Background: an optimization exercise with open tools, aiming at small area. Do not read the settings as production practice. In this exercise RTL edits were held to simulation tests only and were not proved equivalent to the original.

`flow/design.v`:
```
module aht25_crc8 (
    input  wire [18:0] h,
    input  wire [17:0] t,
    output wire [7:0]  crc
);
    assign crc[0] = ~(h[1] ^ h[3] ^ h[4] ^ h[5] ^ h[11] ^ h[12] ^ h[13] ^ h[14] ^ h[18] ^ t[0] ^ t[3] ^ t[4] ^ t[6] ^ t[9] ^ t[10] ^ t[11] ^ t[14] ^ t[15]);
    assign crc[1] = ~(h[2] ^ h[4] ^ h[5] ^ h[6] ^ h[12] ^ h[13] ^ h[14] ^ h[15] ^ t[1] ^ t[4] ^ t[5] ^ t[7] ^ t[10] ^ t[11] ^ t[12] ^ t[15] ^ t[16]);
    assign crc[2] = ~(h[0] ^ h[3] ^ h[5] ^ h[6] ^ h[7] ^ h[13] ^ h[14] ^ h[15] ^ h[16] ^ t[2] ^ t[5] ^ t[6] ^ t[8] ^ t[11] ^ t[12] ^ t[13] ^ t[16] ^ t[17]);
    assign crc[3] = ~(h[1] ^ h[4] ^ h[6] ^ h[7] ^ h[8] ^ h[14] ^ h[15] ^ h[16] ^ h[17] ^ t[3] ^ t[6] ^ t[7] ^ t[9] ^ t[12] ^ t[13] ^ t[14] ^ t[17]);
    assign crc[4] = h[1] ^ h[2] ^ h[3] ^ h[4] ^ h[7] ^ h[8] ^ h[9] ^ h[11] ^ h[12] ^ h[13] ^ h[14] ^ h[15] ^ h[16] ^ h[17] ^ t[0] ^ t[3] ^ t[6] ^ t[7] ^ t[8] ^ t[9] ^ t[11] ^ t[13];
    assign crc[5] = ~(h[0] ^ h[1] ^ h[2] ^ h[8] ^ h[9] ^ h[10] ^ h[11] ^ h[15] ^ h[16] ^ h[17] ^ t[0] ^ t[1] ^ t[3] ^ t[6] ^ t[7] ^ t[8] ^ t[11] ^ t[12] ^ t[15]);
    assign crc[6] = h[1] ^ h[2] ^ h[3] ^ h[9] ^ h[10] ^ h[11] ^ h[12] ^ h[16] ^ h[17] ^ h[18] ^ t[1] ^ t[2] ^ t[4] ^ t[7] ^ t[8] ^ t[9] ^ t[12] ^ t[13] ^ t[16];
    assign crc[7] = ~(h[0] ^ h[2] ^ h[3] ^ h[4] ^ h[10] ^ h[11] ^ h[12] ^ h[13] ^ h[17] ^ h[18] ^ t[2] ^ t[3] ^ t[5] ^ t[8] ^ t[9] ^ t[10] ^ t[13] ^ t[14] ^ t[17]);
endmodule
module aht25_div25_step (
    input  wire [4:0] r,        
    input  wire       b,        
    output wire       qb,       
    output wire [4:0] ro        
);
    wire [5:0] t = {r, b};
    wire b1 = ~t[0];
    wire b2 = ~t[1] & b1;
    wire b3 = ~t[2] & b2;
    wire b4 = ~t[3] | b3;
    wire b5 = ~t[4] | b4;
    assign qb    = t[5] | ~b5;
    assign ro[0] = t[0] ^ qb;
    assign ro[1] = t[1] ^ (qb & b1);
    assign ro[2] = t[2] ^ (qb & b2);
    assign ro[3] = t[3] ^ (qb & ~b3);
    assign ro[4] = t[4] ^ (qb & ~b4);
endmodule
module aht25_convert (
    input  wire        sel_h,   
    input  wire [21:0] hum_s,   
    input  wire [31:0] temp,
    output wire [18:0] q
);
    wire        e133  = hum_s[21];
    wire [22:0] hum_x = e133 ? {1'b0, hum_s[20:0], 1'b0} : {3'b111, hum_s[19:0]};
    wire [22:0] tmp_x = {2'b01, temp[22:2]};
    wire [22:0] x     = sel_h ? hum_x : tmp_x;
    wire [22:0] k     = sel_h ? 23'h38000C : {19'd0, 3'b110, temp[1]};
    wire [22:0] y     = x + k;
    wire [3:0]  r19 = y[22:19];
    wire        b18 = y[18];
    assign q[18] = r19[3] & r19[2] & (r19[0] | b18);
    wire [4:0]  r [0:18];
    assign r[18] = q[18] ? {3'b000, r19[0] & b18, r19[0] & ~b18} : {r19, b18};
    genvar i;
    generate
        for (i = 17; i >= 0; i = i - 1) begin : g_step
            aht25_div25_step u_step (.r(r[i+1]), .b(y[i]), .qb(q[i]), .ro(r[i]));
        end
    endgenerate
endmodule
module aht25_engine (
    input  wire        clk,
    input  wire        rst,             
    input  wire        ev_connect,
    input  wire        ev_read,
    input  wire        ev_write,
    input  wire        ev_disconnect,
    input  wire [6:0]  address,
    input  wire        write_intent,    
    input  wire [7:0]  data,
    input  wire [31:0] hum,             
    input  wire [31:0] temp,            
    output reg         ack,
    output reg  [7:0]  rdata
);
    localparam [7:0] STATUS = 8'h18;
    reg        measuring;
    reg [2:0]  read_index;
    reg [1:0]  write_index;
    reg        prefix_ok;       
    reg        raw_t17;
    reg [15:0] raw_t_lo;
    wire [17:0] raw_t = {raw_t17, ~raw_t17, raw_t_lo};
    reg [21:0] hum_s;           
    wire [18:0] div_q;
    aht25_convert u_convert (
        .sel_h (ev_read),
        .hum_s (hum_s),
        .temp  (temp),
        .q     (div_q)
    );
    wire [18:0] raw_h = div_q;          
    wire [7:0]  crc;
    aht25_crc8 u_crc (
        .h   (raw_h),
        .t   (raw_t),
        .crc (crc)
    );
    reg [7:0] frame_byte;
    always @(*) begin
        case (read_index)
            3'd1:    frame_byte = {1'b1, raw_h[18:12]};
            3'd2:    frame_byte = raw_h[11:4];
            3'd3:    frame_byte = {raw_h[3:0], 2'b01, raw_t[17:16]};
            3'd4:    frame_byte = raw_t[15:8];
            3'd5:    frame_byte = raw_t[7:0];
            3'd6:    frame_byte = crc;
            default: frame_byte = STATUS;
        endcase
    end
    wire trigger = (write_index == 2'd2) && prefix_ok && (data == 8'h33);
    always @(posedge clk) begin
        ack   <= ev_connect ? (address == 7'h38) : 1'b1;
        rdata <= measuring ? frame_byte : STATUS;
        if (ev_write && trigger) begin
            raw_t17  <= div_q[17];
            raw_t_lo <= div_q[15:0];
            hum_s <= {hum[23], hum[20:0]};
        end
        if (rst) begin
            measuring   <= 1'b0;
            read_index  <= 3'd0;
            write_index <= 2'd0;
        end else if (ev_connect) begin
            if (address == 7'h38 && measuring)
                read_index <= 3'd0;
        end else if (ev_read) begin
            if (measuring) begin
                read_index <= read_index + 3'd1;
                if (read_index == 3'd7)
                    measuring <= 1'b0;
            end
        end else if (ev_write) begin
            case (write_index)
                2'd0: begin
                    if (data == 8'hBA) begin
                        measuring <= 1'b0;           
                    end else begin
                        write_index <= 2'd1;
                        prefix_ok   <= (data == 8'h00);
                    end
                end
                2'd1: begin
                    write_index <= 2'd2;
                    prefix_ok   <= prefix_ok & (data == 8'hAC);
                end
                default: begin
                    write_index <= 2'd0;
                    if (trigger)
                        measuring <= 1'b1;
                end
            endcase
        end
    end
endmodule
```
`flow/constraint.sdc`:
```
create_clock -name core_clock -period 30.0 [get_ports {clk}]
set_input_delay 6.0000 -clock core_clock [delete_from_list [all_inputs] [get_ports {clk}]]
set_output_delay 6.0000 -clock core_clock [all_outputs]
set_load 0.01 [all_outputs]
```
`flow/flow/run.sh`:
```
#!/bin/bash
# Layout flow: the standard flow (standard.sh), with these changes:
#  - synthesis maps the logic with area-oriented ABC scripts (flow/abc_*.abc) in place of
#    ORFS's abc_area.script: each is run on the same netlist and the smallest result is kept.
#    Everything else in synthesis, and so every register, is as synth_recipe.tcl makes it.
#  - the port buffers are sky130_fd_sc_hd__buf_1;
#  - (flow/make_args.txt) ADDER_MAP_FILE is empty, so ABC maps the adders too, and CTS uses
#    clkbuf_4/clkbuf_8 without dummy loads;
#  - the make variables listed in flow/make_args.txt are added to the make command.
# Each tool's output is in orfs/logs/ (synthesis: orfs/logs/.../1_2_yosys.log, which also
# lists each script's area); make's own output is in flow.log.
set -euo pipefail
W=$(pwd)
cat > "$W/area_synth.tcl" <<TCL
set ::area_scripts [lsort [glob {$W/flow/abc_*.abc}]]
proc abc {args} {
  set i [lsearch -exact \$args -script]
  set li [lsearch -exact \$args -liberty]
  set lib [lindex \$args [expr {\$li + 1}]]
  design -save area_pre_abc
  set best_area ""
  set best_script ""
  foreach s \$::area_scripts {
    design -load area_pre_abc
    set a \$args
    lset a [expr {\$i + 1}] \$s
    yosys abc {*}\$a
    yosys tee -q -o {$W/abc_stat.txt} stat -liberty \$lib
    set f [open {$W/abc_stat.txt}]
    set txt [read \$f]
    close \$f
    regexp {Chip area for module '[^']*': ([0-9.]+)} \$txt -> area
    puts "area_synth: \$s gives \$area"
    if {\$best_area eq "" || \$area < \$best_area} {
      set best_area \$area
      set best_script \$s
      design -save area_best
    }
  }
  design -load area_best
  puts "area_synth: kept \$best_script (\$best_area)"
}
source {$W/synth_recipe.tcl}
TCL
sed "s#SYNTH_SCRIPT=[^ ]*#SYNTH_SCRIPT=$W/area_synth.tcl#" "$W/standard.sh" > "$W/area_standard.sh"
ARGS=("BUFFER_PORTS_ARGS=-buffer_cell sky130_fd_sc_hd__buf_1")
# further make variables, one per line
if [[ -f "$W/flow/make_args.txt" ]]; then
  while IFS= read -r line; do [[ -n "$line" ]] && ARGS+=("$line"); done < "$W/flow/make_args.txt"
fi
bash "$W/area_standard.sh" "${ARGS[@]}" finish > "$W/flow.log" 2>&1
```
`flow/flow/make_args.txt`:
```
CTS_ARGS=-sink_clustering_enable -repair_clock_nets -buf_list {sky130_fd_sc_hd__clkbuf_4 sky130_fd_sc_hd__clkbuf_8} -sink_clustering_size 20 -dont_use_dummy_load
ADDER_MAP_FILE=
```
`flow/standard.sh`:
```
#!/bin/bash
# synth_recipe.tcl (not shown) runs the flow's synth.tcl, then flattens the netlist and writes it again
# the make line also repeats each setting of config.mk as NAME=value (left out here)
make -C /OpenROAD-flow-scripts/flow DESIGN_CONFIG=/design/flow/config.mk WORK_HOME=/design/flow/orfs CLKGATE_MAP_FILE= SYNTH_SCRIPT=/design/flow/synth_recipe.tcl "${@:-finish}"
```
`flow/config.mk`:
```
export PLATFORM = sky130hd
export DESIGN_NAME = aht25_engine
export DESIGN_NICKNAME = aht25_engine
export VERILOG_FILES = /design/flow/design.v
export SDC_FILE = /design/flow/constraint.sdc
export NUM_CORES = 4
export LEC_CHECK = 0
export ABC_AREA = 1
export CAP_MARGIN = 20
export CORE_MARGIN = 2
export CORE_UTILIZATION = 40
export CTS_BUF_LIST = sky130_fd_sc_hd__clkbuf_4 sky130_fd_sc_hd__clkbuf_8
export CTS_CLUSTER_SIZE = 10
export GPL_TIMING_DRIVEN = 0
export SLEW_MARGIN = 20
```
`flow/flow/abc_deep3.abc`:
```
strash
&get -n
&st
&deepsyn -T 120 -S 3
&dch -f
&nf -R 1000 -D 22000
&put
```
==> results_dict.tcl, run 1 <==
set metrics [dict create \
    status "complete, no violations" \
    max_freq_mhz 35.6 \
    fin_crit_sh_pct 93.5 \
    n_antenna_cell 0 \
    gr-total-overflow 0 \
    hpwl_um 9840 \
    regToRegSetupSlack_ns 7.32 \
    finClkSkew_ns 0.0247 \
    synth_ff_type "edfxtp_1" \
    setup_tns_ns 0 \
    core_area_um2 11500 \
    seq_area_frac_synth_pct 31.8 \
    max_cap_violations 0 \
    synthCells 583 \
    crit_path_frequent_cell "nor2_1" \
    synth_edf_count 40 \
    fin_cells 815 \
    grt_usage_pct 19.3 \
    syn_avg_cell_area_um2 8.09 \
    detailedPlace.worstSlack_ns -2.87 \
    portBuffers 72 \
    final_cell_area_um2 5530 \
    cts_hold_buf 0 \
    cts_made_buffers 5 \
    ant_nets 0 \
    dp.cells 802 \
    via_per_inst 5.48 \
    vias 4463 \
    critPathTopFamily "simple AND/OR/NAND/NOR gates" \
    worstSetupStartpointType "input pin" \
    critPathSlowestCell "or4_1" \
    cts_tree "built" \
    path_buf_inv 5 \
    worstPathMaxFanout 31 \
    chipHeight_um 113 \
    setup_slack_ns 1.94 \
    grt_pass1_wl_um 20100 \
    slew_violations 0 \
    worst_slew_pin_slew_ns 0.841 \
    syn_nets 669 \
    cts-root-buf "clkbuf_8" \
    required_ns 30.20 \
    drt_wl_total_um 12300 \
    synth_area_um2 4720 \
    r2r_cells 115 \
    clock_latency_ns 0.32 \
    path_class "in -> reg" \
    min_period_ns 28.06 \
    slew_headroom_pct 43.3 \
    area_delta_synth_final_pct 17.2 \
    routabilityCongestion 0.930 \
    arrival_ns 28.26 \
    avgRoutedWirePerCell_um 15.1 \
    cp-endpoint "rdata[2]" \
    cts.reportedPaths.clkPinSlew_ns 0.11 \
    mostFrequentLayoutCell "xnor2_1" \
    finalHoldViolCount 0 \
    startpoint "ev_read" \
    layout_common_cells "xnor2_1, nor2_1, buf_1" \
    h-tree-depth 2 \
    yosys_register_bits 55 \
    num_rows 39 \
    nets 760 \
    clk_path_buf_depth 2 \
    die_w_um 113 \
    grt_pass1_vias 4268 \
    initial_utilization_pct 41.1 \
    firstDrtPassIters 7 \
    boundaryPins 95 \
    place_area_um2 5210 \
    holdCritPathClass "reg -> reg" \
    r2r-end "rdata[2]" \
    synth_cell_types 51 \
    cpPeakStageDelay_ns 0.57 \
    async_flop_share_pct 0 \
    antenna_found_initial 0 \
    worst-path-stages 116 \
    setup-violations-final 0 \
    yosysWarnings 2 \
    r2r_start "hum_s[21]" \
    final_layout_size_suffix_gt1_share_pct 7.44 \
    cts_sinks 55 \
    die_area_um2 12700 \
    dr.first_iter.drc_count 282 \
    critPathCaptureType "register" \
    grt_start_max_net_pins 32 \
    drc 0 \
]
==> cell families after synthesis <==
| kind of cell | share of synthesized area (%) |
|---|---|
| AO/OA/AOI/OAI | 16.7 |
| adder cells (fa/ha/maj) | 0.424 |
| XOR/XNOR | 22.8 |
| buffers and inverters | 1.83 |
| AND/OR/NAND/NOR | 25.6 |
| multiplexers | 0.690 |
| flip-flops | 31.8 |
==> through the flow <==
stage / hold slack, ns / utilization, %
after floorplan: 0.497 / -
after global placement: 0.529 / 45.1
final: 0.588 / 48.2
after CTS: 0.576 / 46.5
after global routing: 0.620 / 48.2
after detailed placement: 0.544 / 45.4
==> cell usage after synthesis (13+ instances only) <==
master	instances	share of area [%]
xnor2_1	91	17
nor2_1	78	6.2
nand2_1	62	4.9
edfxtp_1	40	25
o21ai_0	39	4.1
xor2_1	32	5.9
a21oi_1	28	3.0
nand2b_1	26	3.4
clkinv_1	23	1.8
nor3_1	18	1.9
o22ai_1	17	2.3
dfxtp_1	15	6.4
nor2b_1	13	1.7
==> timing repair <==
| item | in CTS | in global routing |
|---|---|---|
| setup endpoints to repair | 11 | 11 |
| cloned | 0 | 0 |
| setup buffers | 1 | 7 |
| resized for setup | 17 | 33 |
| pin swaps | 1 | 6 |
==> worst min path at each step <==
stage                   startpoint              to  slack, ns  cells past startpoint
detailed placement  write_index[1]  write_index[1]       0.54                      1
floorplan           write_index[0]  write_index[0]       0.50                      1
CTS                 write_index[1]  write_index[1]       0.58                      1
global route        write_index[1]  write_index[1]       0.62                      1
finish              write_index[1]  write_index[1]       0.59                      1
global placement    write_index[0]  write_index[0]       0.53                      1
==> final cells by class <==
| type | instances | area [µm²] |
|---|---|---|
| fill | 1113 | 5940 |
| multi-input combinational | 505 | 3320 |
| sequential | 55 | 1500 |
| timing repair buffer | 84 | 372 |
| tap | 143 | 179 |
| inverter | 23 | 86.3 |
| clock buffer | 5 | 68.8 |
==> registers in the layout (all words and copies together), names as in the netlist <==
register	cells
ack	1
hum_s	22
measuring	1
prefix_ok	1
raw_t17	1
raw_t_lo	16
rdata	8
read_index	3
write_index	2
==> layer usage <==
metal  up-vias  wire (µm)  track usage (%)
met3        23        701             2.97
li1       2247          -                -
met4         0        271             5.37
met5         -          0                0
met1      2046       5330             24.9
met2       147       6010             33.7
==> run 2: changes to the inputs <==
==> flow/flow/abc_deep3b.abc (new file) <==
strash
&get -n
&st
&deepsyn -T 120 -S 3
&b -d
&dch -f
&nf -R 1000 -D 22000
&put
--- a/flow/config.mk
+++ b/flow/config.mk
@@ -13,3 +13,2 @@
 export CTS_CLUSTER_SIZE = 10
-export GPL_TIMING_DRIVEN = 0
 export SLEW_MARGIN = 20
removed: flow/flow/abc_deep3.abc
==> results_dict.tcl, run 2 <==
set metrics [dict create \
    chipHeight_um 113 \
    rsz0062_at_grt "false" \
    die_w_um 113 \
    setup_slack_ns 2.20 \
    finalHoldViolCount 0 \
    cts.reportedPaths.clkPinSlew_ns 0.10 \
    synthMostInstantiatedCell "xnor2_1" \
    max_freq_mhz 36.0 \
    synth.top_cells.by_count "xnor2_1, nor2_1, nand2_1" \
    drt_wl_total_um 11900 \
    nFillCells 1134 \
    dp.cells 813 \
    critPathCaptureType "register" \
    multiInputGateArea_um2 3170 \
    cpPeakStageDelay_ns 0.60 \
    synth_cell_types 47 \
    required_ns 30.22 \
    path_class "in -> reg" \
    via_per_inst 5.38 \
    post_cts_buffers 0 \
    cts_sinks 55 \
    grt_pass1_wl_um 19200 \
    n_antenna_cell 0 \
    grt_busiest_layer "met2" \
    nets 763 \
    hpwl_um 9530 \
    seq_area_frac_synth_pct 31.8 \
    detailedPlace.worstSlack_ns 1.47 \
    avgRoutedWirePerCell_um 14.6 \
    grtUsageMet2_pct 31.9 \
    status "complete, no violations" \
    gr-total-overflow 0 \
    setup_tns_ns 0 \
    largest_reg_flops 22 \
    clk_path_buf_depth 2 \
    worstSetupStartpointType "input pin" \
    regMostFlops "hum_s" \
    whs_ns 0.548 \
    layout_common_cells "xnor2_1, nor2_1, nand2_1" \
    grt_pass1_vias 4041 \
    yosys-top-cells-area "edfxtp_1, xnor2_1, xor2_1" \
    portBuffers 72 \
    top_regs "hum_s (22), raw_t_lo (16), rdata (8)" \
    async_flop_share_pct 0 \
    synth_ff_type "edfxtp_1" \
    synth_top_cell_by_area "edfxtp_1" \
    core_area_um2 11500 \
    dr.first_iter.drc_count 267 \
    fin_cells 818 \
    max_cap_violations 0 \
    synthDominantCellAreaShare_pct 25.4 \
    grt_usage_pct 18.8 \
    met3_usage_pct 2.79 \
    die_area_um2 12700 \
    num_rows 39 \
    synthCells 591 \
    arrival_ns 28.02 \
    firstDrtPassIters 4 \
    synth_area_um2 4730 \
    worst_slew_pin_slew_ns 0.637 \
    initial_utilization_pct 41.2 \
    antenna_found_initial 0 \
    routabilityCongestion 0.931 \
    syn_nets 677 \
    critPathSlowestCell "or4_1" \
    final_layout_size_suffix_gt1_share_pct 2.37 \
    register_area_um2 1500 \
    worstPathMaxFanout 31 \
    crit_path_frequent_cell "nor2_1" \
    synth_edf_count 40 \
    clock_latency_ns 0.33 \
    cts-root-buf "clkbuf_8" \
    finClkSkew_ns 0.0159 \
    yosys_register_bits 55 \
    fin_crit_sh_pct 92.7 \
    holdCritPathClass "reg -> reg" \
    drc 0 \
    yosysWarnings 2 \
    setup-violations-final 0 \
    regToRegSetupSlack_ns 7.68 \
    grt_util_met1_pct 24.8 \
    syn_avg_cell_area_um2 8.00 \
    cts_tree "built" \
    min_period_ns 27.80 \
    slew_violations 0 \
    boundaryPins 95 \
    h-tree-depth 2 \
    slew_headroom_pct 57.1 \
    vias 4397 \
    mostFrequentLayoutCell "xnor2_1" \
    cts_made_buffers 5 \
    area_delta_synth_final_pct 12.3 \
    grt_start_max_net_pins 38 \
    ant_nets 0 \
]
[run 2: cell count changes in the layout (fill, tap and decap cells not counted), moves of 6 or more]
cell,before,now
o21a_1,0,6
nand2_1,57,74
nand2b_1,25,10
xor2_1,31,41
and3_1,3,10
nand3_1,9,17
nor3_1,12,18
a31oi_1,1,11
[run 2: cell families (layout without fill, tap and decap cells)]
family	after synthesis	in the layout	synth area share [%]
muxes	2	2	0.450
buffers and inverters	18	102	1.43
and+or+nand+nor	251	251	24.8
AOI/OAI and AO/OA	136	136	17.6
DFF	55	55	31.8
xor gates and xnor gates	129	129	23.9
[run 2: per-layer routing]
| metal | share of wire [%] | vias up |
|---|---|---|
| li1 | - | 2272 |
| met1 | 45 | 1997 |
| met2 | 47 | 114 |
| met3 | 5.3 | 14 |
| met4 | 1.8 | 0 |
| met5 | 0 | - |
[run 2: final timing paths]
kind / startpoint / end / cells past startpoint
setup / recovery: ev_read / rdata[7] / 99
hold / removal: write_index[0] / write_index[0] / 1
setup reg to reg: hum_s[21] / rdata[7] / 97
hold reg to reg: write_index[0] / write_index[0] / 1
[run 2: area by class of cell]
type | instances | area share [%]
inverters | 18 | 1.27
flip-flops and latches | 55 | 28.3
multi-input cells | 518 | 59.7
repair buffers | 79 | 6.08
clock buffers | 5 | 1.30
well taps | 143 | 3.37
[run 2: critical path: cells and delay by family]
kind            cells  cell delay, ns
xor+xnor           19            4.53
simple gates       55           12.73
buf+inv             7            1.12
compound gates     18            3.61
[run 2: per-stage QoR]
step	utilization, %	instance area [µm²]
finish	46.3	5310
global route	46.3	5310
CTS	46.2	5300
detailed placement	45.6	5230
global placement	45.6	5230
floorplan	-	4730
[run 2: what timing repair did]
action,CTS,global route
resized for setup,0,4
endpoints found under the setup margin,0,6
hold buffers,0,0
==> run 3: changes to the inputs <==
==> flow/flow/abc_deep2.abc (new file) <==
strash
&get -n
&st
&deepsyn -T 120 -S 2
&dch -f
&nf -R 1000 -D 22000
&put
==> flow/flow/abc_deep3.abc (new file) <==
strash
&get -n
&st
&deepsyn -T 120 -S 3
&dch -f
&nf -R 1000 -D 22000
&put
==> flow/flow/abc_deep4.abc (new file) <==
strash
&get -n
&st
&deepsyn -T 120 -S 4
&dch -f
&nf -R 1000 -D 22000
&put
removed: flow/flow/abc_deep3b.abc
==> results_dict.tcl, run 3 <==
set metrics [dict create \
    status "complete, no violations" \
    max_freq_mhz 36.4 \
    yosys_register_bits 55 \
    slew_headroom_pct 60.5 \
    required_ns 30.21 \
    vias 4471 \
    syn_nets 676 \
    drt_wl_total_um 12000 \
    critPathTopFamily "simple AND/OR/NAND/NOR gates" \
    routabilityCongestion 0.903 \
    holdCritPathClass "reg -> reg" \
    cts-root-buf "clkbuf_8" \
    finClkSkew_ns 0.0198 \
    cts_made_buffers 5 \
    final_layout_size_suffix_gt1_share_pct 5.60 \
    clock_latency_ns 0.33 \
    yosysWarnings 2 \
    grt_start_max_net_pins 41 \
    r2r-end "rdata[4]" \
    cp-endpoint "rdata[4]" \
    synth.top_cells.by_count "xnor2_1, nor2_1, nand2_1" \
    clk_path_buf_depth 2 \
    seq_area_frac_synth_pct 32.0 \
    critPathSlowestCell "or3_1" \
    final_cell_area_um2 5460 \
    arrival_ns 27.67 \
    r2r_start "hum_s[21]" \
    mostFrequentLayoutCell "xnor2_1" \
    drc 0 \
    synth_top_cell_by_area "edfxtp_1" \
    setup_slack_ns 2.54 \
    area_delta_synth_final_pct 16.3 \
    crit_path_frequent_cell "nor2_1" \
    portBuffers 72 \
    path_class "in -> reg" \
    top_regs "hum_s (22), raw_t_lo (16), rdata (8)" \
    synthDominantCellAreaShare_pct 25.6 \
    core_area_um2 11400 \
    worstPathMaxFanout 20 \
    initial_utilization_pct 41.1 \
    nets 784 \
    grt_pass1_wl_um 19700 \
    setup_tns_ns 0 \
    regMostFlops "hum_s" \
    num_rows 39 \
    syn_avg_cell_area_um2 7.95 \
    cts.reportedPaths.clkPinSlew_ns 0.10 \
    r2r_cells 115 \
    cts-resized-gates 0 \
    setup-violations-final 0 \
    regToRegSetupSlack_ns 7.98 \
    die_area_um2 12600 \
    rsz0062_at_grt "false" \
    chipHeight_um 112 \
    synth_cell_types 48 \
    hpwl_um 9700 \
    hp-start "write_index[0]" \
    worstSetupStartpointType "input pin" \
    max_cap_violations 0 \
    ant_nets 0 \
    min_period_ns 27.46 \
    synthCells 590 \
    cts_hold_buf 0 \
    grt_pass1_vias 4259 \
    finalHoldViolCount 0 \
    worst-path-stages 118 \
    cpPeakStageDelay_ns 0.42 \
    synthMostInstantiatedCell "xnor2_1" \
    nFillCells 1135 \
    worst_slew_pin_slew_ns 0.593 \
    post_cts_buffers 0 \
    place_area_um2 5370 \
    gr-total-overflow 0 \
    largest_reg_flops 22 \
    slew_violations 0 \
    critPathCaptureType "register" \
    layout_common_cells "xnor2_1, nor2_1, buf_1" \
    n_antenna_cell 0 \
    yosys-top-cells-area "edfxtp_1, xnor2_1, nor2_1" \
    detailedPlace.worstSlack_ns 1.30 \
    via_per_inst 5.33 \
    synth_edf_count 40 \
    boundaryPins 95 \
    grt_usage_pct 19.2 \
    firstDrtPassIters 5 \
    async_flop_share_pct 0 \
    h-tree-depth 2 \
    avgRoutedWirePerCell_um 14.3 \
    synth_ff_type "edfxtp_1" \
    path_buf_inv 11 \
    fin_crit_sh_pct 91.5 \
    antenna_found_initial 0 \
    cts_sinks 55 \
    die_w_um 112 \
    cts_tree "built" \
    startpoint "ev_read" \
    synth_area_um2 4690 \
    dr.first_iter.drc_count 283 \
]
-- run 3: changes by cell type after synthesis, moves of 4 or more --
cell,change
a21oi_1,-7
nor2_1,+12
nor2b_1,-6
or4_1,-4
xor2_1,-13
and3_1,-4
nand3_1,-4
nand2_1,-13
xnor2_1,+7
clkinv_1,+12
nand2b_1,+14
a31oi_1,-5
-- run 3: metal layers --
metal  GRT usage (%)  vias to the layer above  wire length (µm)
li1                -                     2277                 -
met1            23.7                     2060              5420
met2            34.2                      116              5910
met3            3.29                       18               450
met4            6.10                        0               218
met5               0                        -                 0
-- run 3: area by class of cell --
class	instances	area, µm²	area share [%]
clock buffer	5	68.8	1.26
inverter	30	113	2.06
multi-input combinational	505	3110	56.9
sequential	55	1500	27.5
tap	143	179	3.28
timing repair buffer	101	488	8.94
-- run 3: worst min path at each step --
stage / cells past startpoint / end
after floorplan: 1 / write_index[0]
after global placement: 1 / write_index[0]
after detailed placement: 1 / write_index[0]
after CTS: 1 / write_index[0]
after global routing: 2 / write_index[1]
final: 1 / write_index[0]
-- run 3: through the flow --
stage / hold slack, ns / std cells / util, %
after global routing: 0.564 / 839 / 47.8
after global placement: 0.463 / 834 / 47.0
after detailed placement: 0.478 / 834 / 47.0
after CTS: 0.502 / 839 / 47.6
after floorplan: 0.442 / 590 / -
final: 0.492 / 839 / 47.8
-- run 3: worst register-to-register path, delay by kind of cell, from the launching register on --
family / cells / cell delay, ns
simple gates: 74 / 12.85
buf+inv: 9 / 1.67
compound gates: 18 / 3.76
fa+ha+maj: 1 / 0.38
flops: 1 / 0.53
xor+xnor: 13 / 2.72
-- run 3: cell families (layout without fill, tap and decap cells) --
family	Yosys count	after routing	synth area share (%)
AO/OA/AOI/OAI	128	128	17.3
flip-flops	55	55	32.0
XOR/XNOR	123	123	23.0
buffers and inverters	30	136	2.40
adder cells (fa/ha/maj)	1	1	0.213
AND/OR/NAND/NOR	253	253	25.2
==> run 4: changes to the inputs <==
--- a/flow/flow/run.sh
+++ b/flow/flow/run.sh
@@ -2,3 +2,4 @@
 # Layout flow: the standard flow (standard.sh), with these changes:
-#  - synthesis maps the logic with area-oriented ABC scripts (flow/abc_*.abc) in place of
+#  - synthesis maps the logic with its own ABC scripts (flow/abc_*.abc: deep AIG optimisation,
+#    then delay balancing, then mapping with area recovery) in place of
 #    ORFS's abc_area.script: each is run on the same netlist and the smallest result is kept.
==> flow/flow/abc_bal3.abc (new file) <==
strash
&get -n
&st
&deepsyn -T 120 -S 3
&b -d
&dch -f
&nf -R 1000 -D 22000
&put
==> flow/flow/abc_bal4.abc (new file) <==
strash
&get -n
&st
&deepsyn -T 120 -S 4
&b -d
&dch -f
&nf -R 1000 -D 22000
&put
removed: flow/flow/abc_deep2.abc
removed: flow/flow/abc_deep3.abc
removed: flow/flow/abc_deep4.abc
==> results_dict.tcl, run 4 <==
set metrics [dict create \
    path_class "in -> reg" \
    clock_latency_ns 0.35 \
    hpwl_um 9430 \
    final_layout_size_suffix_gt1_share_pct 2.69 \
    max_cap_violations 0 \
    finClkSkew_ns 0.0200 \
    layout_common_cells "xnor2_1, nor2_1, buf_1" \
    r2r_start "hum_s[21]" \
    finalHoldViolCount 0 \
    seq_area_frac_synth_pct 31.6 \
    portBuffers 72 \
    nFillCells 1188 \
    synthCells 581 \
    place_area_um2 5290 \
    setup_slack_ns 2.46 \
    cts_hold_buf 0 \
    fin_cells 812 \
    setup-violations-final 0 \
    cts-resized-gates 0 \
    regMostFlops "hum_s" \
    dp.cells 807 \
    n_antenna_cell 0 \
    critPathSlowestCell "or2_0" \
    post_cts_buffers 0 \
    worst_slew_pin_slew_ns 0.763 \
    drc 0 \
    grt_start_max_net_pins 26 \
    cts_sinks 55 \
    muxShareOfSynthArea_pct 0 \
    core_area_um2 11500 \
    crit_path_frequent_cell "nand2_1" \
    gr-total-overflow 0 \
    synth_top_family_by_area "XOR/XNOR gates" \
    async_flop_share_pct 0 \
    worstSetupStartpointType "input pin" \
    routabilityCongestion 0.935 \
    cts_made_buffers 5 \
    synth_area_um2 4750 \
    startpoint "ev_read" \
    synth_edf_count 40 \
    synth_cell_types 51 \
    area_delta_synth_final_pct 12.9 \
    synthMostInstantiatedCell "xnor2_1" \
    slew_headroom_pct 49.1 \
    synthSimpleGateAreaFrac_pct 23.0 \
    max_freq_mhz 36.3 \
    required_ns 30.22 \
    setup_tns_ns 0 \
    cts.reportedPaths.clkPinSlew_ns 0.11 \
    syn_avg_cell_area_um2 8.17 \
    critPathCaptureType "register" \
    post-route-util_pct 46.5 \
    synth-xor-area-share_pct 25.3 \
    syn_nets 667 \
    nets 757 \
    cpPeakStageDelay_ns 0.62 \
    cts_tree "built" \
    synth_compound_area_share_pct 17.9 \
    num_rows 39 \
    vias 4404 \
    initial_utilization_pct 41.2 \
    avgRoutedWirePerCell_um 14.7 \
    final_cell_area_um2 5360 \
    synth_fa_ha_area_share_pct 0.632 \
    synthDominantCellAreaShare_pct 25.3 \
    synth_top_cell_by_area "edfxtp_1" \
    whs_ns 0.494 \
    dr.first_iter.drc_count 211 \
    yosysWarnings 2 \
    die_w_um 113 \
    firstDrtPassIters 15 \
    holdCritPathClass "reg -> reg" \
    die_area_um2 12800 \
    drt_wl_total_um 11900 \
    via_per_inst 5.42 \
    mostFrequentLayoutCell "xnor2_1" \
    boundaryPins 95 \
    synth.top_cells.by_count "xnor2_1, nor2_1, nand2_1" \
    ant_nets 0 \
    grt_usage_pct 19.2 \
    top_regs "hum_s (22), raw_t_lo (16), rdata (8)" \
    h-tree-depth 2 \
    synth_ff_type "edfxtp_1" \
    antenna_found_initial 0 \
    hp-start "write_index[0]" \
    rsz0062_at_grt "false" \
    arrival_ns 27.76 \
    status "complete, no violations" \
    grt_pass1_vias 4276 \
    cts-root-buf "clkbuf_8" \
    yosys-top-cells-area "edfxtp_1, xnor2_1, xor2_1" \
    detailedPlace.worstSlack_ns 1.90 \
    min_period_ns 27.54 \
    chipHeight_um 113 \
    grt_pass1_wl_um 19800 \
    fin_crit_sh_pct 91.8 \
    slew_violations 0 \
    clk_path_buf_depth 2 \
    yosys_register_bits 55 \
    worstPathMaxFanout 19 \
    largest_reg_flops 22 \
]
==> run 4: cell count changes in the layout (fill, tap and decap cells not counted), sizes merged, moves of 8 or more <==
cell	change
nand3	+11
nand2b	-16
clkinv	-9
buf	-18
nor2	-16
xor2	+19
nor3	-8
==> run 4: logic make-up (layout without fill, tap and decap cells) <==
logic type / after synthesis / in the layout
compound gates: 131 / 131
xor+xnor: 137 / 137
fa+ha+maj: 3 / 3
buf+inv: 21 / 109
flops: 55 / 55
simple gates: 234 / 234
==> run 4: layout make-up <==
| cell class | count | area [µm²] | area share, % |
|---|---|---|---|
| sequential | 55 | 1500 | 28.0 |
| timing repair buffer | 83 | 353 | 6.58 |
| clock buffer | 5 | 68.8 | 1.28 |
| multi-input combinational | 505 | 3180 | 59.3 |
| inverter | 21 | 78.8 | 1.47 |
| tap | 143 | 179 | 3.34 |
==> run 4: critical path, delay by kind of cell <==
family	cells	cell delay, ns
and+or+nand+nor	43	9.67
AOI/OAI and AO/OA	24	4.89
xor gates and xnor gates	18	4.63
buffers and inverters	9	1.84
adders and majority gates	2	0.75
==> run 4: final timing paths <==
path	endpoint	cells past startpoint	slack, ns
setup / recovery	rdata[4]	96	2.46
hold / removal	write_index[0]	1	0.49
setup reg to reg	rdata[4]	96	7.87
hold reg to reg	write_index[0]	1	0.49
==> run 4: layer usage <==
metal | global-route usage [%] | up-vias | routed length (µm)
met5 | 0 | - | 0
met4 | 8.86 | 0 | 366
met3 | 2.73 | 22 | 450
met2 | 32.0 | 111 | 5490
met1 | 24.9 | 2018 | 5640
li1 | - | 2253 | -
==> run 5: changes to the inputs <==
==> flow/flow/abc_bal1.abc (new file) <==
strash
&get -n
&st
&deepsyn -T 120 -S 1
&b -d
&dch -f
&nf -R 1000 -D 22000
&put
removed: flow/flow/abc_bal4.abc
==> results_dict.tcl, run 5 <==
set metrics [dict create \
    status "complete, no violations" \
    critPathCaptureType "register" \
    h-tree-depth 2 \
    place_area_um2 5200 \
    synthDominantCellAreaShare_pct 25.6 \
    slew_violations 0 \
    r2r-end "rdata[0]" \
    r2r_cells 90 \
    area_delta_synth_final_pct 12.4 \
    dr.first_iter.drc_count 178 \
    num_rows 39 \
    min_period_ns 27.39 \
    layout_common_cells "xnor2_1, buf_1, nand2_1" \
    yosysWarnings 2 \
    cpPeakStageDelay_ns 0.51 \
    final_cell_area_um2 5280 \
    synth_area_um2 4700 \
    firstDrtPassIters 5 \
    synthSimpleGateAreaFrac_pct 22.8 \
    synth_ff_type "edfxtp_1" \
    nets 743 \
    worstPathMaxFanout 16 \
    avgRoutedWirePerCell_um 15.1 \
    cts-root-buf "clkbuf_8" \
    seq_area_frac_synth_pct 32.0 \
    synth_top_family_by_area "XOR/XNOR gates" \
    largest_reg_flops 22 \
    synth_fa_ha_area_share_pct 0.213 \
    grt_start_max_net_pins 41 \
    cp-endpoint "rdata[0]" \
    setup_slack_ns 2.61 \
    arrival_ns 27.60 \
    chipHeight_um 112 \
    boundaryPins 95 \
    async_flop_share_pct 0 \
    die_area_um2 12600 \
    cts.reportedPaths.clkPinSlew_ns 0.10 \
    critPathSlowestCell "or4_1" \
    cts_hold_buf 0 \
    post-route-util_pct 46.2 \
    synth_compound_area_share_pct 18.7 \
    final_layout_size_suffix_gt1_share_pct 2.29 \
    finClkSkew_ns 0.0129 \
    synth_top_cell_by_area "edfxtp_1" \
    via_per_inst 5.51 \
    hpwl_um 9770 \
    muxShareOfSynthArea_pct 0.639 \
    whs_ns 0.438 \
    dp.cells 793 \
    synth_cell_types 47 \
    cts_sinks 55 \
    grt_pass1_wl_um 20300 \
    yosys_register_bits 55 \
    worstSetupStartpointType "input pin" \
    ant_nets 0 \
    clock_latency_ns 0.32 \
    rsz0062_at_grt "false" \
    gr-total-overflow 0 \
    die_w_um 112 \
    antenna_found_initial 0 \
    clk_path_buf_depth 2 \
    synth-xor-area-share_pct 23.5 \
    syn_nets 658 \
    n_antenna_cell 0 \
    portBuffers 72 \
    fin_crit_sh_pct 91.3 \
    synth.top_cells.by_count "xnor2_1, nand2_1, nor2_1" \
    vias 4395 \
    core_area_um2 11400 \
    mostFrequentLayoutCell "xnor2_1" \
    fin_cells 798 \
    max_freq_mhz 36.5 \
    cts_made_buffers 5 \
    setup-violations-final 0 \
    worst_slew_pin_slew_ns 0.689 \
    startpoint "ev_read" \
    cts_tree "built" \
    finalHoldViolCount 0 \
    crit_path_frequent_cell "nand2_1" \
    top_regs "hum_s (22), raw_t_lo (16), rdata (8)" \
    drc 0 \
    path_class "in -> reg" \
    regToRegSetupSlack_ns 8.41 \
    synthCells 572 \
    slew_headroom_pct 53.6 \
    drt_wl_total_um 12100 \
    synth_edf_count 40 \
    r2r_start "hum_s[21]" \
    yosys-top-cells-area "edfxtp_1, xnor2_1, xor2_1" \
    detailedPlace.worstSlack_ns 1.71 \
    required_ns 30.21 \
    grt_usage_pct 20.0 \
    regMostFlops "hum_s" \
    routabilityCongestion 0.891 \
    holdCritPathClass "reg -> reg" \
    initial_utilization_pct 41.1 \
    max_cap_violations 0 \
    grt_pass1_vias 4213 \
    setup_tns_ns 0 \
    syn_avg_cell_area_um2 8.21 \
    synthMostInstantiatedCell "xnor2_1" \
]
[run 5: timing repair]
| item | CTS | global route |
|---|---|---|
| endpoints found under the setup margin | 0 | 7 |
| resized for setup | 0 | 4 |
| setup buffers | 0 | 0 |
[run 5: logic make-up after synthesis]
family          count (synthesis)
xor+xnor                      126
flops                          55
compound gates                136
mux                             3
buf+inv                        28
fa+ha+maj                       1
simple gates                  223
[run 5: layer usage]
layer | part of all wire [%] | GRT usage [%] | vias to the layer above
met1 | 45 | 25.9 | 2026
met4 | 2.7 | 7.07 | 0
met5 | 0 | 0 | -
li1 | - | - | 2240
met2 | 47 | 34.0 | 106
met3 | 4.7 | 3.08 | 23
[run 5: area by class of cell]
type,instances,area (µm²)
repair buffers,78,315
multi-input cells,489,3110
clock buffers,5,68.8
well taps,143,179
flip-flops and latches,55,1500
fillers,1180,6140
inverters,28,105
[run 5: worst min path at each step]
stage	from	end	depth (start not counted)
finish	measuring	rdata[3]	1
global route	measuring	rdata[3]	1
CTS	measuring	rdata[3]	1
detailed placement	measuring	rdata[3]	1
global placement	measuring	rdata[3]	1
floorplan	measuring	rdata[3]	1
[run 5: critical path, delay by kind of cell]
family                    cells  cell delay, ns
and+or+nand+nor              59           13.51
xor gates and xnor gates     16            3.95
AOI/OAI and AO/OA            13            2.73
buffers and inverters         5            1.34
==> run 6: changes to the inputs <==
--- a/flow/config.mk
+++ b/flow/config.mk
@@ -10,3 +10,3 @@
 export CORE_MARGIN = 2
-export CORE_UTILIZATION = 40
+export CORE_UTILIZATION = 55
 export CTS_BUF_LIST = sky130_fd_sc_hd__clkbuf_4 sky130_fd_sc_hd__clkbuf_8
removed: flow/flow/abc_bal3.abc
==> results_dict.tcl, run 6 <==
set metrics [dict create \
    status "complete, no violations" \
    rsz0062_at_grt "false" \
    routabilityCongestion 0.964 \
    num_rows 33 \
    synth_edf_count 40 \
    synth_top_cell_by_area "edfxtp_1" \
    die_w_um 96.4 \
    initial_utilization_pct 56.9 \
    required_ns 30.19 \
    dr.first_iter.drc_count 233 \
    max_cap_violations 0 \
    firstDrtPassIters 5 \
    async_flop_share_pct 0 \
    yosys_register_bits 55 \
    whs_ns 0.436 \
    critPathSlowestCell "and2_1" \
    cts-root-buf "clkbuf_8" \
    vias 4424 \
    antenna_found_initial 0 \
    critPathCaptureType "register" \
    boundaryPins 95 \
    grt_pass1_wl_um 19000 \
    die_area_um2 9300 \
    holdCritPathClass "reg -> reg" \
    nFillCells 766 \
    setup_tns_ns 0 \
    worstSetupStartpointType "input pin" \
    via_per_inst 5.83 \
    worst-path-stages 93 \
    worst_slew_pin_slew_ns 0.712 \
    regMostFlops "hum_s" \
    path_class "in -> reg" \
    synth_ff_type "edfxtp_1" \
    portBuffers 72 \
    cpPeakStageDelay_ns 0.57 \
    layout_common_cells "xnor2_1, buf_1, nand2_1" \
    hp-start "measuring" \
    regToRegSetupSlack_ns 7.82 \
    fin_crit_sh_pct 92.7 \
    gr-total-overflow 0 \
    final_layout_size_suffix_gt1_share_pct 1.83 \
    grt_start_max_net_pins 41 \
    cts_sinks 55 \
    synthMostInstantiatedCell "xnor2_1" \
    critPathTopFamily "simple AND/OR/NAND/NOR gates" \
    largest_reg_flops 22 \
    r2r-end "rdata[4]" \
    r2r_cells 91 \
    slew_headroom_pct 52.0 \
    holdPathStages 1 \
    clk_path_buf_depth 2 \
    clock_latency_ns 0.31 \
    core_area_um2 8260 \
    syn_nets 658 \
    synthDominantCellAreaShare_pct 25.6 \
    ant_nets 0 \
    h-tree-depth 2 \
    syn_avg_cell_area_um2 8.21 \
    min_period_ns 27.81 \
    drt_wl_total_um 11600 \
    synthCells 572 \
    area_delta_synth_final_pct 11.1 \
    grt_pass1_vias 4043 \
    yosys-top-cells-area "edfxtp_1, xnor2_1, xor2_1" \
    chipHeight_um 96.4 \
    cts_hold_buf 0 \
    arrival_ns 28.01 \
    finClkSkew_ns 0.0202 \
    finalHoldViolCount 0 \
    drc 0 \
    cts_made_buffers 5 \
    r2r_start "hum_s[21]" \
    hold_end "rdata[3]" \
    synth_area_um2 4700 \
    slew_violations 0 \
    worstPathMaxFanout 25 \
    avgRoutedWirePerCell_um 15.3 \
    nets 742 \
    seq_area_frac_synth_pct 32.0 \
    synth.top_cells.by_count "xnor2_1, nand2_1, nor2_1" \
    mostFrequentLayoutCell "xnor2_1" \
    setup-violations-final 0 \
    grt_usage_pct 26.4 \
    cts_tree "built" \
    n_antenna_cell 0 \
    path_buf_inv 4 \
    yosysWarnings 2 \
    hpwl_um 9420 \
    top_regs "hum_s (22), raw_t_lo (16), rdata (8)" \
    max_freq_mhz 36.0 \
    crit_path_frequent_cell "nand2_1" \
    synth_cell_types 47 \
    cts.reportedPaths.clkPinSlew_ns 0.11 \
]
-- run 6: cell counts after synthesis --
No cell type changed its count.
-- run 6: how the worst max path moves through the flow --
stage,startpoint,to,slack [ns]
final,ev_read,rdata[4],2.19
after detailed placement,ev_read,rdata[4],1.86
after CTS,ev_read,rdata[4],2.12
after global routing,ev_read,rdata[4],0.08
after global placement,ev_read,rdata[4],2.35
after floorplan,ev_read,rdata[0],5.69
-- run 6: kinds of logic (layout without fill, tap and decap cells) --
group                      Yosys count  count (layout)  share of synthesized area [%]
AOI/OAI and AO/OA                  136             136                           18.7
xor gates and xnor gates           126             126                           23.5
adders and majority gates            1               1                          0.213
buffers and inverters               28             110                           2.24
DFF                                 55              55                           32.0
muxes                                3               3                          0.639
and+or+nand+nor                    223             223                           22.8
-- run 6: metal layers --
layer | GRT usage, % | part of all wire, %
met5 | 0 | 0
met1 | 35.9 | 46
met3 | 3.49 | 5.5
met2 | 42.9 | 46
met4 | 9.98 | 3.0
-- run 6: layout make-up --
type / instances / area (µm²) / area share [%]
clock buffers: 5 / 68.8 / 1.32
inverters: 28 / 105 / 2.01
multi-input cells: 489 / 3100 / 59.5
flip-flops and latches: 55 / 1500 / 28.8
well taps: 105 / 131 / 2.52
repair buffers: 77 / 308 / 5.90
-- run 6: per-stage QoR --
| stage | cells | util (%) | area, µm² | setup WS (ns) |
|---|---|---|---|---|
| 6_report | 759 | 63.2 | 5220 | 2.19 |
| 5_1_grt | 759 | 63.2 | 5220 | 0.0821 |
| 4_1_cts | 759 | 63.1 | 5210 | 2.12 |
| 3_5_place_dp | 754 | 62.3 | 5140 | 1.86 |
| 3_3_place_gp | 754 | 62.3 | 5140 | 2.35 |
| 2_1_floorplan | 572 | - | 4700 | 5.69 |
-- run 6: what timing repair did --
item                                    CTS  global route
gates resized for setup                   0             2
endpoints found under the setup margin    0             5
setup buffers                             0             0
-- run 6: worst reg2reg max path, delay by kind of cell (launching register included) --
kind                      cells  cell delay [ns]
and+or+nand+nor              56            13.72
xor gates and xnor gates     17             4.14
AOI/OAI and AO/OA            16             3.36
buffers and inverters         2             0.42
DFF                           1             0.39
==> run 7: changes to the inputs <==
--- a/flow/config.mk
+++ b/flow/config.mk
@@ -10,5 +10,6 @@
 export CORE_MARGIN = 2
-export CORE_UTILIZATION = 55
+export CORE_UTILIZATION = 40
 export CTS_BUF_LIST = sky130_fd_sc_hd__clkbuf_4 sky130_fd_sc_hd__clkbuf_8
 export CTS_CLUSTER_SIZE = 10
+export PLACE_DENSITY = 0.75
 export SLEW_MARGIN = 20
==> results_dict.tcl, run 7 <==
set metrics [dict create \
    nets 742 \
    r2r_start "hum_s[21]" \
    mostFrequentLayoutCell "xnor2_1" \
    async_flop_share_pct 0 \
    grt_pass1_wl_um 19400 \
    setup_tns_ns 0 \
    worst-path-stages 94 \
    synthMostInstantiatedCell "xnor2_1" \
    critPathCaptureType "register" \
    ant_nets 0 \
    holdCritPathClass "reg -> reg" \
    critPathSlowestCell "a31oi_1" \
    path_buf_inv 7 \
    cts_hold_buf 0 \
    max_freq_mhz 35.7 \
    setup-violations-final 0 \
    synth_ff_type "edfxtp_1" \
    slew_headroom_pct 47.8 \
    syn_nets 658 \
    boundaryPins 95 \
    firstDrtPassIters 5 \
    regToRegSetupSlack_ns 7.75 \
    largest_reg_flops 22 \
    min_period_ns 28.01 \
    fin_crit_sh_pct 93.4 \
    seq_area_frac_synth_pct 32.0 \
    antenna_found_initial 0 \
    layout_common_cells "xnor2_1, buf_1, nand2_1" \
    yosys-top-cells-area "edfxtp_1, xnor2_1, xor2_1" \
    grt_start_max_net_pins 41 \
    rsz0062_at_grt "false" \
    via_per_inst 5.56 \
    required_ns 30.23 \
    cpPeakStageDelay_ns 0.70 \
    synthCells 572 \
    status "complete, no violations" \
    worstPathMaxFanout 25 \
    top_regs "hum_s (22), raw_t_lo (16), rdata (8)" \
    slew_violations 0 \
    n_antenna_cell 0 \
    drc 0 \
    worstSetupStartpointType "input pin" \
    cts-root-buf "clkbuf_8" \
    finalHoldViolCount 0 \
    yosys_register_bits 55 \
    initial_utilization_pct 41.1 \
    synth_area_um2 4700 \
    dr.first_iter.drc_count 228 \
    synthDominantCellAreaShare_pct 25.6 \
    num_rows 39 \
    routabilityCongestion 0.898 \
    r2r-end "rdata[0]" \
    hpwl_um 9440 \
    portBuffers 72 \
    crit_path_frequent_cell "nand2_1" \
    cts_sinks 55 \
    cts-resized-gates 0 \
    max_cap_violations 0 \
    cts.reportedPaths.clkPinSlew_ns 0.11 \
    vias 4429 \
    clk_path_buf_depth 2 \
    drt_wl_total_um 11900 \
    syn_avg_cell_area_um2 8.21 \
    chipHeight_um 112 \
    regMostFlops "hum_s" \
    r2r_cells 90 \
    yosysWarnings 2 \
    synth_cell_types 47 \
    grt_usage_pct 18.7 \
    h-tree-depth 2 \
    arrival_ns 28.23 \
    die_w_um 112 \
    startpoint "ev_read" \
    post_cts_buffers 0 \
    avgRoutedWirePerCell_um 14.9 \
    critPathTopFamily "simple AND/OR/NAND/NOR gates" \
    cp-endpoint "rdata[0]" \
    grt_pass1_vias 4211 \
    core_area_um2 11400 \
    finClkSkew_ns 0.0300 \
    gr-total-overflow 0 \
    path_class "in -> reg" \
    area_delta_synth_final_pct 12.0 \
    final_layout_size_suffix_gt1_share_pct 1.68 \
    cts_tree "built" \
    synth_top_cell_by_area "edfxtp_1" \
    clock_latency_ns 0.33 \
    synth.top_cells.by_count "xnor2_1, nand2_1, nor2_1" \
    die_area_um2 12600 \
    worst_slew_pin_slew_ns 0.780 \
    synth_edf_count 40 \
    cts_made_buffers 5 \
]
run 7: worst min-delay path by stage:
stage              start       end  cells past startpoint
2_1_floorplan  measuring  rdata[3]                      1
3_5_place_dp   measuring  rdata[3]                      1
3_3_place_gp   measuring  rdata[3]                      1
6_report       measuring  rdata[3]                      1
4_1_cts        measuring  rdata[3]                      1
5_1_grt        measuring  rdata[3]                      1
run 7: cell families (layout without fill, tap and decap cells):
group | after synthesis | after routing | share of synthesized area, %
multiplexers | 3 | 3 | 0.639
XOR/XNOR | 126 | 126 | 23.5
buffers and inverters | 28 | 110 | 2.24
flip-flops | 55 | 55 | 32.0
adder cells (fa/ha/maj) | 1 | 1 | 0.213
AO/OA/AOI/OAI | 136 | 136 | 18.7
AND/OR/NAND/NOR | 223 | 223 | 22.8
run 7: cell type report:
cell class | count | area [µm²]
well taps | 143 | 179
inverters | 28 | 105
multi-input cells | 489 | 3100
fillers | 1153 | 6160
repair buffers | 77 | 308
flip-flops and latches | 55 | 1500
clock buffers | 5 | 68.8
run 7: through the flow:
stage | util (%) | cell area [µm²] | std cells | worst slack [ns] | hold WS, ns
final | 46.1 | 5260 | 797 | 1.99 | 0.430
after global routing | 46.1 | 5260 | 797 | 0.0467 | 0.442
after CTS | 46.1 | 5260 | 797 | 2.25 | 0.424
after detailed placement | 45.5 | 5190 | 792 | 1.96 | 0.428
after global placement | 45.5 | 5190 | 792 | 2.50 | 0.429
after floorplan | - | 4700 | 572 | 5.69 | 0.400
run 7: metal layers:
| metal | global-route usage (%) | up-vias | routed length [µm] |
|---|---|---|---|
| met5 | 0 | - | 0 |
| met4 | 7.32 | 0 | 371 |
| met3 | 2.54 | 29 | 682 |
| met2 | 32.9 | 147 | 5730 |
| met1 | 23.3 | 2029 | 5120 |
| li1 | - | 2224 | - |
==> run 8: changes to the inputs <==
--- a/flow/flow/run.sh
+++ b/flow/flow/run.sh
@@ -1,5 +1,4 @@
 #!/bin/bash
-# Layout flow: the standard flow (standard.sh), with these changes:
-#  - synthesis maps the logic with its own ABC scripts (flow/abc_*.abc: deep AIG optimisation,
-#    then delay balancing, then mapping with area recovery) in place of
+# Layout flow: the standard flow (standard.sh), with two changes:
+#  - synthesis maps the logic with area-oriented ABC scripts (flow/abc_*.abc) in place of
 #    ORFS's abc_area.script: each is run on the same netlist and the smallest result is kept.
@@ -7,5 +6,3 @@
 #  - the port buffers are sky130_fd_sc_hd__buf_1;
-#  - (flow/make_args.txt) ADDER_MAP_FILE is empty, so ABC maps the adders too, and CTS uses
-#    clkbuf_4/clkbuf_8 without dummy loads;
-#  - the make variables listed in flow/make_args.txt are added to the make command.
+#  - make variables listed in flow/make_args.txt, if any, are added to the make command.
 # Each tool's output is in orfs/logs/ (synthesis: orfs/logs/.../1_2_yosys.log, which also
@@ -51,2 +48,6 @@
 fi
-bash "$W/area_standard.sh" "${ARGS[@]}" finish > "$W/flow.log" 2>&1
+bash "$W/area_standard.sh" "${ARGS[@]}" synth > "$W/flow.log" 2>&1
+# after synthesis, the resizer may not use the larger buffers
+PLATFORM_DONT_USE=$(make -s -C "$FLOW_HOME" DESIGN_CONFIG="$W/config.mk" WORK_HOME="$W/orfs" print-DONT_USE_CELLS 2>/dev/null | sed -n 's/^DONT_USE_CELLS: //p')
+[[ -n "$PLATFORM_DONT_USE" ]] || { echo "could not read DONT_USE_CELLS" >> "$W/flow.log"; exit 1; }
+bash "$W/area_standard.sh" "${ARGS[@]}" "DONT_USE_CELLS=$PLATFORM_DONT_USE sky130_fd_sc_hd__buf_4 sky130_fd_sc_hd__buf_6 sky130_fd_sc_hd__buf_8 sky130_fd_sc_hd__buf_12 sky130_fd_sc_hd__buf_16" finish >> "$W/flow.log" 2>&1
==> flow/flow/abc_deep3.abc (new file) <==
strash
&get -n
&st
&deepsyn -T 120 -S 3
&dch -f
&nf -a -R 1000
&put
==> flow/flow/make_args.txt (replaced) <==
CTS_ARGS=-sink_clustering_enable -repair_clock_nets -buf_list {sky130_fd_sc_hd__clkbuf_4 sky130_fd_sc_hd__clkbuf_8} -sink_clustering_size 20 -dont_use_dummy_load
--- a/flow/config.mk
+++ b/flow/config.mk
@@ -13,3 +13,2 @@
 export CTS_CLUSTER_SIZE = 10
-export PLACE_DENSITY = 0.75
 export SLEW_MARGIN = 20
removed: flow/flow/abc_bal1.abc
==> results_dict.tcl, run 8 <==
set metrics [dict create \
    crit_path_frequent_cell "nand2_1" \
    worst_slew_pin_slew_ns 0.951 \
    cts_made_buffers 5 \
    syn_nets 702 \
    path_class "in -> reg" \
    multiInputGateArea_um2 3370 \
    yosys_register_bits 55 \
    cts-root-buf "clkbuf_8" \
    slew_headroom_pct 36.6 \
    mostFrequentLayoutCell "xnor2_1" \
    cts_tree "built" \
    clock_latency_ns 0.33 \
    nFillCells 1174 \
    avgRoutedWirePerCell_um 14.2 \
    setup-violations-final 0 \
    rsz0062_at_grt "false" \
    synth_compound_area_share_pct 15.7 \
    portBuffers 72 \
    num_rows 40 \
    min_period_ns 27.26 \
    worstPathMaxFanout 14 \
    n_antenna_cell 0 \
    top_regs "hum_s (22), raw_t_lo (16), rdata (8)" \
    synthSimpleGateAreaFrac_pct 22.0 \
    register_area_um2 1500 \
    drt_wl_total_um 12500 \
    post-route-util_pct 49.1 \
    synth_top_family_by_area "XOR/XNOR gates" \
    r2r-end "rdata[2]" \
    critPathCaptureType "register" \
    die_w_um 115 \
    synth_cell_types 46 \
    synth_edf_count 40 \
    hpwl_um 10300 \
    setup_tns_ns 0 \
    via_per_inst 5.16 \
    worstSetupStartpointType "input pin" \
    post_cts_buffers 0 \
    antenna_found_initial 0 \
    async_flop_share_pct 0 \
    holdCritPathClass "reg -> reg" \
    muxShareOfSynthArea_pct 0.430 \
    fin_crit_sh_pct 90.9 \
    synth_area_um2 4940 \
    arrival_ns 27.47 \
    grt_usage_pct 20.0 \
    cpPeakStageDelay_ns 0.43 \
    drc 0 \
    area_delta_synth_final_pct 19.7 \
    critPathSlowestCell "a21oi_1" \
    dr.first_iter.drc_count 189 \
    core_area_um2 12100 \
    cts_hold_buf 0 \
    synth_fa_ha_area_share_pct 6.58 \
    die_area_um2 13300 \
    firstDrtPassIters 5 \
    seq_area_frac_synth_pct 30.4 \
    syn_avg_cell_area_um2 8.38 \
    cts-resized-gates 0 \
    regMostFlops "hum_s" \
    critPathTopFamily "simple AND/OR/NAND/NOR gates" \
    vias 4554 \
    grt_pass1_wl_um 21000 \
    grt_pass1_vias 4370 \
    ant_nets 0 \
    cts.reportedPaths.clkPinSlew_ns 0.09 \
    synthMostInstantiatedCell "xnor2_1" \
    grt_start_max_net_pins 41 \
    synth_ff_type "edfxtp_1" \
    initial_utilization_pct 41.0 \
    nets 828 \
    slew_violations 0 \
    synthDominantCellAreaShare_pct 24.3 \
    cts_sinks 55 \
    layout_common_cells "xnor2_1, buf_1, nor2_1" \
    boundaryPins 95 \
    worst-path-stages 116 \
    max_cap_violations 0 \
    gr-total-overflow 0 \
    finClkSkew_ns 0.0231 \
    yosys-top-cells-area "edfxtp_1, xnor2_1, xor2_1" \
    synth.top_cells.by_count "xnor2_1, nor2_1, nand2_1" \
    status "complete, no violations" \
    clk_path_buf_depth 2 \
    largest_reg_flops 22 \
    r2r_start "hum_s[21]" \
    r2r_cells 114 \
    required_ns 30.22 \
    chipHeight_um 115 \
    synthCells 590 \
    synth_top_cell_by_area "edfxtp_1" \
    finalHoldViolCount 0 \
    synth-xor-area-share_pct 23.2 \
    h-tree-depth 2 \
    yosysWarnings 2 \
    routabilityCongestion 0.954 \
    max_freq_mhz 36.7 \
    cp-endpoint "rdata[2]" \
    regToRegSetupSlack_ns 8.44 \
    path_buf_inv 8 \
    final_layout_size_suffix_gt1_share_pct 1.68 \
    startpoint "ev_read" \
]
[run 8: cell families (layout without fill, tap and decap cells)]
| kind of cell | Yosys count | count (layout) |
|---|---|---|
| AND/OR/NAND/NOR | 229 | 229 |
| buffers and inverters | 22 | 146 |
| XOR/XNOR | 131 | 131 |
| adder cells (fa/ha/maj) | 26 | 26 |
| multiplexers | 2 | 2 |
| flip-flops | 55 | 55 |
| AO/OA/AOI/OAI | 125 | 125 |
[run 8: area by class of cell]
cell class | count | area share [%]
Multi-Input combinational cell | 513 | 57.0
Sequential cell | 55 | 25.4
Timing Repair Buffer | 119 | 11.5
Tap cell | 168 | 3.55
Inverter | 22 | 1.40
Clock buffer | 5 | 1.16
[run 8: per-layer routing]
metal	up-vias	share of wire, %	GRT usage (%)
met4	0	2.0	6.43
met1	2077	46	26.3
met3	18	4.3	3.22
met2	107	47	33.8
li1	2352	-	-
met5	-	0	0
[run 8: how the worst min path moves through the flow]
stage / slack (ns) / cells after the start / start / end
finish: 0.51 / 2 / read_index[1] / read_index[1]
global route: 0.55 / 2 / read_index[1] / read_index[1]
CTS: 0.52 / 2 / read_index[1] / read_index[1]
detailed placement: 0.50 / 2 / read_index[1] / read_index[1]
global placement: 0.49 / 2 / read_index[1] / read_index[1]
floorplan: 0.47 / 2 / write_index[1] / write_index[1]
[run 8: worst register-to-register path: cells and delay by family (launching register included)]
| kind | cells | cell delay (ns) |
|---|---|---|
| xor gates and xnor gates | 13 | 2.50 |
| and+or+nand+nor | 64 | 9.56 |
| DFF | 1 | 0.50 |
| buffers and inverters | 6 | 1.20 |
| AOI/OAI and AO/OA | 14 | 3.34 |
| adders and majority gates | 17 | 4.36 |
[run 8: metrics by stage]
step | setup slack (ns) | hold WS [ns] | instance area [µm²] | cells
4_1_cts | 1.76 | 0.517 | 5910 | 882
3_5_place_dp | 1.52 | 0.503 | 5840 | 877
2_1_floorplan | 3.43 | 0.473 | 4940 | 590
5_1_grt | 0.0942 | 0.553 | 5920 | 882
6_report | 2.74 | 0.513 | 5920 | 882
3_3_place_gp | 1.94 | 0.495 | 5840 | 877

## re-timing with driven ports
How much do the figures lean on ideal ports? The routed layouts below were timed once more, with nothing changed but the port constraints. Step 1 sets driving cells, clkbuf_16 on the clock port and buf_2 on the other inputs (assumed; they add their load-dependent delay and slew). Step 2, shift: input delay + t, output delay - t, t = (earliest + latest rising clock arrival at the registers) / 2. This alone moves slack from input paths to output paths. Slacks: no drivers / after step 1 / after step 2; pairs: no drivers / after step 1.
run | shift t [ns] | setup WS [ns] | hold WS [ns] | latest minus earliest clock arrival (ns) | pins driven straight from the clock port
run 1 | 0.342 | 1.944 / 1.944 / 1.602 | 0.588 / 0.588 / 0.588 | 0.025 / 0.024 | 1
run 2 | 0.356 | 2.198 / 2.212 / 1.856 | 0.548 / 0.548 / 0.548 | 0.016 / 0.016 | 1
run 3 | 0.348 | 2.539 / 2.549 / 2.201 | 0.492 / 0.492 / 0.492 | 0.021 / 0.020 | 1
run 4 | 0.371 | 2.455 / 2.464 / 2.093 | 0.494 / 0.494 / 0.494 | 0.020 / 0.020 | 1
run 5 | 0.347 | 2.615 / 2.629 / 2.282 | 0.438 / 0.438 / 0.438 | 0.013 / 0.013 | 1
run 6 | 0.336 | 2.189 / 2.194 / 1.858 | 0.436 / 0.436 / 0.436 | 0.021 / 0.020 | 1
run 7 | 0.347 | 1.993 / 2.001 / 1.654 | 0.430 / 0.430 / 0.430 | 0.030 / 0.030 | 1
run 8 | 0.355 | 2.745 / 2.755 / 2.399 | 0.513 / 0.513 / 0.513 | 0.023 / 0.023 | 1
After both steps setup and hold are still met in every run listed. The setup slack of run 4, which loses most, moves by +0.009 ns with the drivers and by -0.362 ns with both steps.
